This design comes from an exercise in tuning for small area, a short achievable clock period and few clock cycles on the open sky130 flow, not from production work.
Only simulation tests tie the RTL to the original design; equivalence was not proved.

// sv_core
module sv_core (
    input  wire        clk,
    input  wire        rst,
    input  wire        cmd_valid,
    output wire        cmd_ready,
    input  wire [1:0]  cmd_op,
    input  wire [31:0] cmd_x,
    input  wire [31:0] cmd_g,
    input  wire [31:0] cmd_k,
    output reg         rsp_valid,
    output wire [7:0]  rsp_status,
    output wire [31:0] rsp_lp,
    output wire [31:0] rsp_hp,
    output wire [31:0] rsp_bp
);
    localparam OP_PROCESS = 2'd0;
    localparam OP_RESET   = 2'd1;
    localparam OP_SETCOEF = 2'd2;
    localparam [31:0] ONE    = 32'h3F800000;    
    localparam [31:0] G_RST  = 32'h3F800000;    
    localparam [31:0] GK_RST = 32'h40400000;    
    localparam [31:0] D_RST  = 32'h3E800000;    
    localparam [7:0]  K_MIN_E = 8'h77;          
    reg  st_idle, st_r, st_s1, st_s2, st_s3, st_s4, st_s5, st_s6, st_s7;
    reg  st_c1, st_c2, st_c3, st_dv;
    reg  [3:0]  cnt;
    reg  [31:0] g, gk, d;
    reg  [31:0] s1, s2;
    reg  [31:0] xr, mr, ar;
    reg         st_inv, st_ill;
    wire dv_last;
    wire ready = st_idle | st_r | dv_last;
    assign cmd_ready  = ready;
    assign rsp_status = {5'd0, st_ill, 1'b0, st_inv};
  ...
clock: 24.0 ns
lec_check: 0
abc_area: 1
cap_margin: 20
core_margin: 2
core_utilization: 40
place_density: 0.5
slew_margin: 20
tns_end_percent: 5
standard.sh (not shown) runs the stock make flow with config.mk's settings and CLKGATE_MAP_FILE= SYNTH_SCRIPT=/design/flow/synth_recipe.tcl, a recipe that flattens the netlist after the stock synthesis.
==> flow/flow/run.sh <==
#!/bin/bash
# Layout: the standard flow (standard.sh: unchanged synthesis and steps),
# with ORFS's repair_timing asked to leave a setup slack margin of 13.5 ns,
# so that it sizes and buffers the critical paths for a short achieved
# period. The clock, its period and the constraints are the standard flow's.
set -euo pipefail
bash standard.sh SETUP_SLACK_MARGIN=13.5 finish > standard_finish.log 2>&1
The baseline passed the timing, DRC and antenna checks.
Testbench counts at the start, summed over its fixed seeds: cycles 52,586.
Then changed:
==> flow/flow/run.sh (replaced) <==
#!/bin/bash
# Layout: the standard flow (standard.sh: unchanged synthesis and steps),
# with ORFS's repair_timing asked to leave a setup slack margin of 12.5 ns,
# so that it sizes and buffers the critical paths for a short achieved
# period. The clock, its period and the constraints are the standard flow's.
set -euo pipefail
bash standard.sh SETUP_SLACK_MARGIN=12.5 finish > standard_finish.log 2>&1
Outcome: The changed run completed without violations; register-to-register slack gets worse by 890 ps; final cell count decreases by a few percent; critical path depth is unchanged; utilization decreases by 3.2 points; count of clock-buffer cells in the layout is unchanged; sequential share of layout area increases by 0.72 points; setup slack gets worse by 890 ps; flip-flop and latch count is unchanged; final area decreases by a few percent.
Then changed:
==> flow/flow/run.sh (replaced) <==
#!/bin/bash
# Layout: the standard flow (standard.sh: unchanged synthesis and steps),
# with ORFS's repair_timing asked to leave a setup slack margin of 14.2 ns,
# so that it sizes and buffers the critical paths for a short achieved
# period. The clock, its period and the constraints are the standard flow's.
set -euo pipefail
bash standard.sh SETUP_SLACK_MARGIN=14.2 finish > standard_finish.log 2>&1
Settings changed: CORE_UTILIZATION 40 to 42, PLACE_DENSITY 0.5 to 0.55, TNS_END_PERCENT 5 to 10.
Outcome:
- synthesized area does not change
- first-iteration DRC count grows by 9.8%
- worst setup slack gets better by 860 ps
- worst hold slack gets worse by 3.7 ps
- fmax grows by 8.3%
- non-clock buffer count grows by 254
- wire length shrinks by 2.5%

========
Setup of run A:
sv_core again, from the RTL that the note above started with.
==> flow/design.v (excerpt) <==
module sv_core (
    input  wire        clk,
    input  wire        rst,
    input  wire        cmd_valid,
    output wire        cmd_ready,
    input  wire [1:0]  cmd_op,
    input  wire [31:0] cmd_x,
    input  wire [31:0] cmd_g,
    input  wire [31:0] cmd_k,
    output reg         rsp_valid,
    output wire [7:0]  rsp_status,
    output wire [31:0] rsp_lp,
    output wire [31:0] rsp_hp,
    output wire [31:0] rsp_bp
);
    localparam OP_PROCESS = 2'd0;
    localparam OP_RESET   = 2'd1;
    localparam OP_SETCOEF = 2'd2;
    localparam [31:0] ONE    = 32'h3F800000;    
    localparam [31:0] G_RST  = 32'h3F800000;    
    localparam [31:0] GK_RST = 32'h40400000;    
    localparam [31:0] D_RST  = 32'h3E800000;    
    localparam [7:0]  K_MIN_E = 8'h77;          
    reg  st_idle, st_r, st_s1, st_s2, st_s3, st_s4, st_s5, st_s6, st_s7;
    reg  st_c1, st_c2, st_c3, st_dv;
    reg  [3:0]  cnt;
    reg  [31:0] g, gk, d;
    reg  [31:0] s1, s2;
    reg  [31:0] xr, mr, ar;
    reg         st_inv, st_ill;
    wire dv_last;
    wire ready = st_idle | st_r | dv_last;
    assign cmd_ready  = ready;
    assign rsp_status = {5'd0, st_ill, 1'b0, st_inv};
    assign rsp_lp = s2;
    assign rsp_hp = xr;
    assign rsp_bp = ar;
    wire acc = cmd_valid & ready;
    wire [31:0] mul_y, add_y;
    reg  sm_rdy, sm_x, sm_ar;              
    reg  sa_x, sa_m, sa_ar;                
    reg  sb_m, sb_s2;                      
    reg  s_sub;
    wire [31:0] mul_a = ({32{sm_rdy}} & gk) | ({32{st_s3}} & d) | ({32{~(sm_rdy | st_s3)}} & g);
    wire [31:0] mul_b = ({32{sm_rdy}} & s1) | ({32{sm_x}} & xr) | ({32{sm_ar}} & ar);
    wire [31:0] add_a = ({32{sa_x}} & xr) | ({32{sa_m}} & mr) | ({32{sa_ar}} & ar);
    wire [31:0] add_b = ({32{sb_m}} & mr) | ({32{sb_s2}} & s2) | ({32{st_s5}} & s1) |
                        ({32{st_c1}} & g) | ({32{st_c3}} & ONE);
    wire        add_sub = s_sub;
    sv_fp_mul u_mul (.a(mul_a), .b(mul_b), .y(mul_y));
    sv_fp_add u_add (.a(add_a), .b(add_b), .sub(add_sub), .y(add_y));
    wire [24:0] rem_in = (cnt == 4'd0) ? ((ar[22:0] == 23'd0) ? 25'd0 : 25'h1000000) : xr[24:0];
    wire [24:0] rem_nx;
    wire [1:0]  qb;
    wire [31:0] d_rnd;
  ...
Settings: LEC_CHECK=0, ABC_AREA=1, CAP_MARGIN=20, CORE_MARGIN=2, CORE_UTILIZATION=42, PLACE_DENSITY=0.55, SLEW_MARGIN=20, TNS_END_PERCENT=10; clock period 24.0 ns.
==> flow/flow/run.sh <==
#!/bin/bash
# Layout: the standard flow (standard.sh: unchanged synthesis and steps),
# with ORFS's repair_timing asked to leave a setup slack margin of 13.5 ns,
# so that it sizes and buffers the critical paths for a short achieved
# period. The clock, its period and the constraints are the standard flow's.
set -euo pipefail
bash standard.sh SETUP_SLACK_MARGIN=13.5 finish > standard_finish.log 2>&1
Testbench counts of run A, summed over its fixed seeds: cycles 52,586.
Changes in run B relative to run A:
==> flow/flow/run.sh <==
#!/bin/bash
# Layout: the standard flow (standard.sh: unchanged synthesis and steps),
# with ORFS's repair_timing asked to leave a setup slack margin of 13 ns,
# so that it sizes and buffers the critical paths for a short achieved
# period. The clock, its period and the constraints are the standard flow's.
set -euo pipefail
bash standard.sh SETUP_SLACK_MARGIN=13 finish > standard_finish.log 2>&1
-- flow/config.mk --
<<< run A, line 10
export CORE_MARGIN = 2
export CORE_UTILIZATION = 42
export PLACE_DENSITY = 0.55
export SLEW_MARGIN = 20
export TNS_END_PERCENT = 10
>>> run B, line 10
export CORE_MARGIN = 2
export CORE_UTILIZATION = 40
export PLACE_DENSITY = 0.5
export SLEW_MARGIN = 20
export TNS_END_PERCENT = 5
Taking run A as the reference, in run B clock skew increased 0.034 ns; synthesized area comparable; number of nets in the final layout dropped 1.4%.
Edits applied to the flow inputs when going from run B to run C:
-- flow/config.mk --
<<< run B, line 11
export CORE_UTILIZATION = 40
export PLACE_DENSITY = 0.5
>>> run C, line 11
export CORE_UTILIZATION = 40
export GPL_TIMING_DRIVEN = 0
export PLACE_DENSITY = 0.5
[summary]
On filler cell count in the final layout: between run B and run C, it ends up lower for run B.
Non-clock buffering overhead in the final layout up 1.0 points in run C wrt run B
Looking at run B and run C, the clock transition time at the flip-flop clock pins of the worst setup and hold paths is a wash.
Compared to run B, run C has growth of design area from synthesis to finish 0.51 points higher.
Run C against run B; non-clock buffer count is up by more than a quarter.
Diff run C..run B | post-synth design cell area | unchanged
Compared with run B, run C shows critical path buffer and inverter count lower by 1.
Higher met1 layer wirelength in the final routing among run B and run C: run C
Status: flip-flop and latch share of the layout cell area parity (run B, run C)

==> what the ideal ports hide <==
The results above use ideal ports. As a check the final layouts listed here were re-extracted and re-timed, cells and wires unchanged. Step 1, drivers: a clkbuf_16 drives clk and a buf_2 each remaining input, both assumed. Step 2 adds t to the input delays and takes it off the output delays; t is the mean of the earliest and latest rising clock arrival at the registers after step 1. Input paths then give back, and output paths get back, about the clock's delay inside the block. a / b / c = ideal / step 1 / step 2; a / b = the first two.
| run | t (ns) | slack for setup (ns) | hold WS [ns] | worst slew at a driven data input, ns | cell pins on the clock port's net |
|---|---|---|---|---|---|
| the first run of note 1 | 0.661 | 13.729 / 13.729 / 13.729 | 0.422 / 0.422 / 0.422 | 0.05 | 1 |
| the second run of note 1 | 0.667 | 12.840 / 12.840 / 12.840 | 0.418 / 0.418 / 0.418 | 0.05 | 1 |
| the third run of note 1 | 0.638 | 13.700 / 13.700 / 13.700 | 0.414 / 0.414 / 0.414 | 0.06 | 1 |
| run A | 0.637 | 13.618 / 13.618 / 13.618 | 0.413 / 0.413 / 0.413 | 0.05 | 1 |
| run B | 0.676 | 13.311 / 13.311 / 13.311 | 0.415 / 0.415 / 0.415 | 0.06 | 1 |
| run C | 0.653 | 13.011 / 13.011 / 13.011 | 0.427 / 0.427 / 0.427 | 0.06 | 1 |
After both steps setup and hold are still met in every run listed.
